Background: an optimization exercise with open tools, aiming at small area. Do not read the settings as production practice.
In this exercise RTL edits were held to simulation tests only and were not proved equivalent to the original.
Power and IR drop assume default switching activity.

==> inputs of build 30 <==
==> flow/design.v <==
module lm15_lge (
    input  wire        clk,
    input  wire        rst,
    input  wire        cmd_valid,
    input  wire [87:0] cmd_word,
    output wire        busy,
    output reg         ill,
    output wire        lcd_ce,
    output wire        lcd_rs,
    output wire        tx_valid,
    output reg  [7:0]  tx_data,
    input  wire        tx_ready,
    output reg         mem_re,
    output reg  [1:0]  mem_space,
    output wire [15:0] mem_addr,
    input  wire [15:0] mem_rdata
);
    localparam [3:0] K_PIX = 4'b0000, K_BRS = 4'b0001, K_RCT = 4'b0010, K_STR = 4'b0011,
                     K_CON = 4'b0100, K_LCD = 4'b0101, K_INV = 4'b0110, K_STL = 4'b0111,
                     K_FIL = 4'b1000, K_HV  = 4'b1001, K_BMB = 4'b1010, K_BMT = 4'b1011,
                     K_WIN = 4'b1100, K_INL = 4'b1101;
    localparam [4:0]
        S_IDLE = 5'd0,  S_CTX  = 5'd1,  S_GAP  = 5'd2,  S_DRD  = 5'd3,
        S_DTX  = 5'd4,  S_DSE  = 5'd5,  S_DECC = 5'd6,  S_DECD = 5'd7,
        S_DECB = 5'd8,  S_L1   = 5'd9,  S_L2   = 5'd10, S_L2B  = 5'd11,
        S_L3   = 5'd12, S_L4   = 5'd13, S_L5   = 5'd14, S_L6   = 5'd15,
        S_B1   = 5'd16, S_B2   = 5'd17, S_B3   = 5'd18, S_B4   = 5'd19,
        S_B5   = 5'd20, S_B6   = 5'd21, S_T0   = 5'd22, S_T1   = 5'd23,
        S_T2   = 5'd24, S_T3   = 5'd25, S_T4   = 5'd26, S_T5   = 5'd27,
        S_T6   = 5'd28, S_ADD3 = 5'd29;
    reg [4:0]  st;
    reg [3:0]  k;
    reg [7:0]  A, B, C, D, I;
    reg [15:0] FG, BG, P;
    reg        hl;        
    reg        f0, f1;    
    reg        sy;        
    reg [1:0]  pass;      
    assign busy     = (st != S_IDLE);
    assign lcd_ce   = (st == S_CTX) | (st == S_DRD) | (st == S_DTX);
    assign lcd_rs   = (st != S_CTX);
    assign tx_valid = (st == S_CTX) | (st == S_DTX);
    wire [3:0] idx = I[3:0];
    wire [9:0] err = BG[9:0];
    wire fil_like = (k[3:2] == 2'b10) | (k == K_WIN);
    wire rct      = (k == K_RCT);
    wire [7:0] ox0 = (rct & pass == 2'd3) ? C : 8'd0;
    wire [7:0] ox1 = (fil_like | (rct & pass != 2'd2)) ? C : 8'd0;
    wire [7:0] oy0 = (rct & pass == 2'd1) ? D : 8'd0;
    wire [7:0] oy1 = (fil_like | (rct & pass != 2'd0)) ? D : (k == K_STR) ? 8'd7 : 8'd0;
    wire [7:0] lin  = (fil_like | (rct & ~pass[1])) ? C : rct ? D : (k == K_STR) ? 8'd7 : 8'd0;
    wire cff = (C == 8'hFF), dff = (D == 8'hFF);
    wire empty = (k[3:2] == 2'b10) & (k != K_HV) & (cff | dff)
               | rct & (pass[1] ? dff : cff);
    wire xbyte  = (idx == 4'd1) | (idx == 4'd2) | (idx == 4'd6) | (idx == 4'd7);
    wire second = (idx >= 4'd6);
    reg  [10:0] ax, ay;
    reg         inv, cin;
    wire [10:0] R = ax + (ay ^ {11{inv}}) + {10'd0, cin};
    wire        rzero = (R == 11'd0);
    wire        neg = R[10];
    wire [7:0]  ch = mem_rdata[7:0];
    wire [10:0] gbase = ({3'b0, ch} - 11'd32) * 11'd6;
    always @(*) begin
        ax = 11'd0; ay = 11'd0; inv = 1'b0; cin = 1'b0;
        case (st)
            S_DECC: begin ax = {3'b0, C}; inv = 1'b1; end
            S_DECD: begin ax = {3'b0, D}; inv = 1'b1; end
            S_DECB: begin ax = {3'b0, B}; inv = 1'b1; end
            S_CTX: if (k == K_INL) begin
                ax = {3'b0, A}; ay = {3'b0, B};
            end else begin
                ax = {3'b0, xbyte ? A : B};
                ay = {3'b0, xbyte ? (second ? ox1 : ox0) : (second ? oy1 : oy0)};
            end
            S_DTX:  begin ax = {3'b0, B}; inv = 1'b1; end
            S_T1:   begin ax = gbase; end
            S_T4:   begin ax = gbase; ay = {3'b0, C}; cin = 1'b1; end
            S_L1:   begin ax = {3'b0, C}; ay = {3'b0, A}; inv = 1'b1; cin = 1'b1; end
            S_L2:   begin ax = {3'b0, D}; ay = {3'b0, B}; inv = 1'b1; cin = 1'b1; end
            S_L2B:  begin ax = {3'b0, B}; ay = {3'b0, D}; inv = 1'b1; cin = 1'b1; end
            S_L4:   begin ax = {3'b0, D}; ay = {3'b0, C}; inv = 1'b1; cin = 1'b1; end
            S_L5:   begin ay = {4'b0, f1 ? C[7:1] : D[7:1]}; inv = ~f1; cin = ~f1; end
            S_L6:   begin ay = {3'b0, f1 ? C : D}; inv = 1'b1; cin = 1'b1; end
            S_B1:   begin ax = {err[9], err}; ay = {3'b0, C}; end
            S_B2:   begin ax = {err[9], err}; ay = {3'b0, D}; inv = 1'b1; cin = 1'b1; end
            S_B3:   begin ax = {err[9], err}; ay = {3'b0, C}; end
            S_B4:   begin ax = {3'b0, A}; cin = 1'b1; end
            S_B5:   begin ax = {3'b0, B}; inv = sy; cin = ~sy; end
            S_T2:   begin ax = {3'b0, C}; ay = {3'b0, mem_rdata[7:0]}; inv = 1'b1; cin = 1'b1; end
            S_DSE:  begin ax = {3'b0, A}; cin = 1'b1; end
            S_T6:   begin ax = {3'b0, C}; cin = 1'b1; end
            S_T5:   begin ay = {3'b0, mem_rdata[7:0]}; end
            S_ADD3: begin ax = {3'b0, A}; ay = 11'd3; end
            default: ;
        endcase
    end
    wire [7:0] V = R[7:0];
    wire [7:0] T = xbyte ? {V[6:0], second} : V;      
    wire       hinib = (idx == 4'd2) | (idx == 4'd4) | (idx == 4'd7) | (idx == 4'd9);
    wire [3:0] nib = hinib ? T[7:4] : T[3:0];
    wire [1:0] tag = second ? idx[1:0] - 2'd2 : idx[1:0] - 2'd1;
    reg [7:0] cbyte;
    reg [3:0] clast;
    always @(*) begin
        clast = 4'd9;
        case (k)
            K_CON: begin
                clast = 4'd2;
                cbyte = (idx == 4'd0) ? 8'hF4 : (idx == 4'd1) ? {4'hB, A[7:4]} : {4'hA, A[3:0]};
            end
            K_LCD: begin
                clast = 4'd1;
                cbyte = (idx == 4'd0) ? 8'hF0 : {7'b1000_000, A[0]};
            end
            K_INV: begin
                clast = 4'd1;
                cbyte = (idx == 4'd0) ? 8'hF0 : (A[0] ? 8'h99 : 8'h91);
            end
            K_STL: begin
                clast = 4'd2;
                cbyte = (idx == 4'd0) ? 8'hF0 : (idx == 4'd1) ? {4'h4, A[3:0]} : {4'h5, A[7:4]};
            end
            K_INL: begin
                clast = 4'd7;
                case (idx[2:0])
                    3'd1: cbyte = {4'h4, A[3:0]};
                    3'd2: cbyte = {4'h5, A[7:4]};
                    3'd4: cbyte = {4'h6, V[3:0]};
                    3'd5: cbyte = {4'h7, V[7:4]};
                    3'd7: cbyte = {6'b1000_00, C[1:0]};
                    default: cbyte = 8'hF5;
                endcase
            end
            default:
                cbyte = (idx == 4'd0) ? 8'hF0 : (idx == 4'd5) ? 8'hF5 : {2'b00, tag, nib};
        endcase
    end
    wire bm = (k[3:1] == 3'b101);
    wire [15:0] color = bm ? mem_rdata
                      : ((k == K_STR) & (f0 | ~D[7])) ? BG : FG;
    always @(*) begin
        if (st == S_CTX) tx_data = cbyte;
        else             tx_data = hl ? color[7:0] : color[15:8];
    end
    wire        rd_font = (st == S_T1) | (st == S_T4);
    assign mem_addr = rd_font ? {5'b0, R} : P;
    always @(*) begin
        mem_re = 1'b0;
        mem_space = {1'b1, k[0]};
        case (st)
            S_DRD: mem_re = 1'b1;
            S_T0, S_T3: begin mem_re = 1'b1; mem_space = 2'd1; end
            S_T1, S_T4: begin mem_re = 1'b1; mem_space = 2'd0; end
            default: ;
        endcase
    end
    wire [7:0] op = cmd_word[87:80];
    always @(posedge clk) begin
        if (rst) begin
            st  <= S_IDLE;
            ill <= 1'b0;
        end else begin
            if (st != S_CTX && st != S_DRD && st != S_DTX)
                I <= 8'd0;
            case (st)
                S_IDLE: begin
                    A  <= (op == 8'h14) ? 8'd0 : cmd_word[79:72];
                    B  <= (op == 8'h14) ? 8'd0 : cmd_word[71:64];
                    C  <= (op == 8'h14) ? 8'd101 : (op == 8'h20) ? 8'd0 : cmd_word[63:56];
                    D  <= (op == 8'h14) ? 8'd80 : cmd_word[55:48];
                    FG <= cmd_word[47:32];
                    BG <= cmd_word[31:16];
                    P  <= cmd_word[15:0];
                    pass <= 2'd0;
                    if (cmd_valid) begin
                        case (op)
                            8'h01: begin k <= K_WIN; st <= S_DECC; end
                            8'h02: begin k <= K_CON; st <= S_CTX; end
                            8'h03: begin k <= K_LCD; st <= S_CTX; end
                            8'h04: begin k <= K_INV; st <= S_CTX; end
                            8'h05: begin k <= K_STL; st <= S_CTX; end
                            8'h06: begin k <= K_INL; st <= S_DECB; end
                            8'h10: begin k <= K_PIX; st <= S_ADD3; end
                            8'h11: begin k <= K_HV;  st <= S_L1; end
                            8'h12, 8'h14: begin k <= K_FIL; st <= S_DECC; end
                            8'h13: begin k <= K_RCT; st <= S_DECC; end
                            8'h15: begin k <= K_BMB; st <= S_DECC; end
                            8'h16: begin k <= K_BMT; st <= S_DECC; end
                            8'h20: begin k <= K_STR; st <= S_ADD3; end
                            default: ill <= 1'b1;
                        endcase
                    end
                end
                S_DECC: begin C <= R[7:0]; st <= S_DECD; end
                S_DECD: begin D <= R[7:0]; st <= S_ADD3; end
                S_ADD3: begin A <= R[7:0]; st <= (k == K_STR) ? S_T0 : S_CTX; end
                S_DECB: begin B <= R[7:0]; st <= S_CTX; end
                S_CTX: if (tx_ready) begin
                    I <= I + 8'd1;
                    if (idx == clast)
                        st <= k[2] ? S_IDLE : S_GAP;
                end
                S_GAP: begin
                    hl <= 1'b0;
                    if (fil_like) B <= D;        
                    st <= S_DRD;
                end
                S_DRD: st <= empty ? S_DSE : S_DTX;
                S_DTX: begin
                    st <= S_DRD;
                    if (tx_ready) begin
                        hl <= ~hl;
                        if (hl) begin
                            if (bm) P <= P + 16'd1;
                            if (k == K_STR) D <= {D[6:0], 1'b0};
                            if (I == lin) begin
                                if (~fil_like | (B == 8'd0)) st <= S_DSE;
                                if (fil_like) B <= R[7:0];
                                I <= 8'd0;
                            end else
                                I <= I + 8'd1;
                        end
                    end
                end
                S_DSE: begin
                    case (k)
                        K_RCT: begin
                            pass <= pass + 2'd1;
                            st <= (pass == 2'd3) ? S_IDLE : S_CTX;
                        end
                        K_BRS: st <= (P[7:0] == 8'd0) ? S_IDLE : S_B1;
                        K_STR: begin
                            A <= R[7:0];
                            if (f0) begin
                                P <= P + 16'd1;
                                st <= S_T0;
                            end else
                                st <= S_T6;
                        end
                        default: st <= S_IDLE;
                    endcase
                end
                S_L1: if (neg) begin             
                    A <= C; C <= A; B <= D; D <= B;
                end else begin
                    C <= R[7:0];                  
                    st <= S_L2;
                end
                S_L2: if (neg) begin
                    sy <= 1'b1; st <= S_L2B;
                end else begin
                    sy <= 1'b0; D <= R[7:0]; st <= S_L3;
                end
                S_L2B: begin
                    D <= R[7:0];                  
                    if (C == 8'd0) B <= D;        
                    st <= S_L3;
                end
                S_L3: if (D == 8'd0 || C == 8'd0) st <= S_ADD3;    
                      else begin k <= K_BRS; st <= S_L4; end
                S_L4: begin f1 <= neg; st <= S_L5; end           
                S_L5: begin BG[9:0] <= R[9:0]; st <= S_L6; end    
                S_L6: begin P[7:0] <= R[7:0]; st <= S_ADD3; end    
                S_B1: begin f0 <= ~neg & ~rzero; P <= P + 16'd1; st <= S_B2; end
                S_B2: begin f1 <= neg; if (f0) BG[9:0] <= R[9:0]; st <= S_B3; end
                S_B3: begin if (f1) BG[9:0] <= R[9:0]; st <= S_B4; end
                S_B4: begin if (f0) A <= R[7:0]; st <= S_B5; end
                S_B5: begin if (f1) B <= R[7:0]; st <= S_CTX; end
                S_T0: begin if (f0) C <= R[7:0]; st <= S_T1; end    
                S_T1: st <= (ch == 8'd0) ? S_IDLE : S_T2;
                S_T2: begin f0 <= rzero; st <= rzero ? S_CTX : S_T3; end
                S_T3: st <= S_T4;
                S_T4: st <= S_T5;
                S_T5: begin D <= R[7:0]; st <= S_CTX; end
                S_T6: begin C <= R[7:0]; st <= S_T0; end
                default: st <= S_IDLE;
            endcase
        end
    end
endmodule
==> flow/flow/run.sh <==
#!/bin/bash
# Standard ORFS layout with these changes to how it is built:
#  - synthesis maps the logic with an area-oriented ABC script (flow/area.abc)
#    instead of ORFS's abc_area.script; everything else in synthesis is the
#    standard script (synth_recipe.tcl, ORFS synth.tcl);
#  - port buffers use sky130_fd_sc_hd__buf_1;
#  - repair aims 10% (not 20%) below the max-slew and max-capacitance limits;
#  - synthesis does not extract half/full adder cells (ADDER_MAP_FILE empty),
#    so ABC maps the adders together with the rest of the logic;
#  - CTS does not add dummy loads.
set -euo pipefail
here=$(pwd)
sed 's|^source $::env(SCRIPTS_DIR)/synth_preamble.tcl$|&\nset abc_args [lreplace $abc_args 1 1 '"$here"'/flow/area.abc]|' \
    "$FLOW_HOME/scripts/synth.tcl" > "$here/my_synth_core.tcl"
grep -q "flow/area.abc" "$here/my_synth_core.tcl"
sed "s|source \$::env(SCRIPTS_DIR)/synth.tcl|source $here/my_synth_core.tcl|" synth_recipe.tcl > "$here/my_synth.tcl"
grep -q my_synth_core "$here/my_synth.tcl"
bash standard.sh SYNTH_SCRIPT="$here/my_synth.tcl" \
    "BUFFER_PORTS_ARGS=-buffer_cell sky130_fd_sc_hd__buf_1" \
    "CTS_ARGS=-sink_clustering_enable -repair_clock_nets -dont_use_dummy_load -buf_list sky130_fd_sc_hd__clkbuf_4 -root_buf sky130_fd_sc_hd__clkbuf_16" \
    ADDER_MAP_FILE= CAP_MARGIN=10 SLEW_MARGIN=10 \
    finish > "$here/flow_make.log" 2>&1
==> flow/flow/area.abc <==
strash
&get -n
&fraig -x
&put
scorr
dc2
strash
&get -n
&deepsyn -T 150
&dch -f
&nf -R 1000 -p -C 32 -F 8 -A 4
&put
==> flow/standard.sh <==
#!/bin/bash
# synth_recipe.tcl (not shown) runs the flow's synth.tcl, then flattens the netlist and writes it again
# the make line also repeats each setting of config.mk as NAME=value (left out here)
make -C /OpenROAD-flow-scripts/flow DESIGN_CONFIG=/design/flow/config.mk WORK_HOME=/design/flow/orfs CLKGATE_MAP_FILE= SYNTH_SCRIPT=/design/flow/synth_recipe.tcl "${@:-finish}"
==> flow/config.mk <==
export PLATFORM = sky130hd
export DESIGN_NAME = lm15_lge
export DESIGN_NICKNAME = lm15_lge
export VERILOG_FILES = /design/flow/design.v
export SDC_FILE = /design/flow/constraint.sdc
export NUM_CORES = 4
export LEC_CHECK = 0
export CAP_MARGIN = 20
export CORE_MARGIN = 2
export CORE_UTILIZATION = 40
export SLEW_MARGIN = 20
==> flow/constraint.sdc <==
create_clock -name core_clock -period 10.0 [get_ports {clk}]
set_input_delay 2.0000 -clock core_clock [delete_from_list [all_inputs] [get_ports {clk}]]
set_output_delay 2.0000 -clock core_clock [all_outputs]
set_load 0.01 [all_outputs]
==> inputs of trial 25, as changes to build 30 <==
--- a/flow/design.v
+++ b/flow/design.v
@@ -16,8 +16,8 @@
     input  wire [15:0] mem_rdata
 );
-    localparam [3:0] K_PIX = 4'b0000, K_BRS = 4'b0001, K_RCT = 4'b0010, K_STR = 4'b0011,
-                     K_CON = 4'b0100, K_LCD = 4'b0101, K_INV = 4'b0110, K_STL = 4'b0111,
-                     K_FIL = 4'b1000, K_HV  = 4'b1001, K_BMB = 4'b1010, K_BMT = 4'b1011,
-                     K_WIN = 4'b1100, K_INL = 4'b1101;
+    localparam [3:0] K_WIN = 4'd0, K_CON = 4'd1, K_LCD = 4'd2, K_INV = 4'd3,
+                     K_STL = 4'd4, K_INL = 4'd5, K_PIX = 4'd6, K_HV  = 4'd7,
+                     K_BRS = 4'd8, K_FIL = 4'd9, K_RCT = 4'd10, K_BMB = 4'd11,
+                     K_BMT = 4'd12, K_STR = 4'd13;
     localparam [4:0]
         S_IDLE = 5'd0,  S_CTX  = 5'd1,  S_GAP  = 5'd2,  S_DRD  = 5'd3,
@@ -43,5 +43,5 @@
     wire [3:0] idx = I[3:0];
     wire [9:0] err = BG[9:0];
-    wire fil_like = (k[3:2] == 2'b10) | (k == K_WIN);
+    wire fil_like = (k == K_WIN) | (k == K_FIL) | (k == K_HV) | (k == K_BMB) | (k == K_BMT);
     wire rct      = (k == K_RCT);
     wire [7:0] ox0 = (rct & pass == 2'd3) ? C : 8'd0;
@@ -51,5 +51,5 @@
     wire [7:0] lin  = (fil_like | (rct & ~pass[1])) ? C : rct ? D : (k == K_STR) ? 8'd7 : 8'd0;
     wire cff = (C == 8'hFF), dff = (D == 8'hFF);
-    wire empty = (k[3:2] == 2'b10) & (k != K_HV) & (cff | dff)
+    wire empty = ((k == K_FIL) | (k == K_BMB) | (k == K_BMT)) & (cff | dff)
                | rct & (pass[1] ? dff : cff);
     wire xbyte  = (idx == 4'd1) | (idx == 4'd2) | (idx == 4'd6) | (idx == 4'd7);
@@ -137,5 +137,5 @@
         endcase
     end
-    wire bm = (k[3:1] == 3'b101);
+    wire bm = (k == K_BMB) | (k == K_BMT);
     wire [15:0] color = bm ? mem_rdata
                       : ((k == K_STR) & (f0 | ~D[7])) ? BG : FG;
@@ -148,5 +148,5 @@
     always @(*) begin
         mem_re = 1'b0;
-        mem_space = {1'b1, k[0]};
+        mem_space = {1'b1, k == K_BMT};
         case (st)
             S_DRD: mem_re = 1'b1;
@@ -200,5 +200,5 @@
                     I <= I + 8'd1;
                     if (idx == clast)
-                        st <= k[2] ? S_IDLE : S_GAP;
+                        st <= (k <= K_INL) ? S_IDLE : S_GAP;
                 end
                 S_GAP: begin
==> notes.md <==
Multi-input combinational area share: trial 25 50.3%; build 30 50.8%
Share of Yosys cell area claimed by the top area cell type: trial 25 37.5%; build 30 38.1%
Vias after detailed routing: trial 25 9030; build 30 8950
Maximum vdd drop: trial 25 0.0000788 V; build 30 0.000181 V
Avg Synthesized Cell Area: trial 25 8.76 sq um; build 30 8.44 sq um
Outcome: trial 25 complete, no violations; build 30 complete, no violations
Number of tap cells added at floorplan: trial 25 265; build 30 260
Part of the power in the clock network: trial 25 27.8%; build 30 11.2%
Met1 Usage GRT: trial 25 43.8%; build 30 44.4%
Worst Path Buf+Inv: trial 25 1; build 30 4
Global routing met2 resource utilization: trial 25 53.1%; build 30 48.1%
Synthesized netlist net count: trial 25 1004; build 30 1024
Switching share of power: trial 25 32.6%; build 30 52.3%
Count of nets after finishing: trial 25 1202; build 30 1209
Worst setup slack before clock tree synthesis: trial 25 0.928 ns; build 30 1.23 ns
Sequential-cell power consumption: trial 25 0.579 mW; build 30 1.03 mW
Non-filler cells in the finished layout: trial 25 1358; build 30 1359
Proportion of synthesized area in mux cells: trial 25 2.85%; build 30 0.939%

static timing again, ports no longer ideal:
How much do the figures lean on ideal ports? The routed layouts below were timed once more, with nothing changed but the port constraints. Step 1: set_driving_cell puts a clkbuf_16 on clk and a buf_2 on each other input, an assumption about the parent block. Step 2 times the ports against the registers' clock, not the clock port: input delays grow and output delays shrink by t, the midpoint of the rising clock arrivals with the driver on. Three values: ideal, step 1, step 2; two values: the first two.
run	t (ns)	slack for setup (ns)	worst hold slack (ns)	worst slew at a driven data input, ns
build 30	0.411	1.045 / 0.996 / 1.098	0.467 / 0.467 / 0.467	0.05
trial 25	0.405	0.484 / 0.437 / 0.793	0.472 / 0.472 / 0.472	0.05
After both steps every run listed still meets setup and hold.
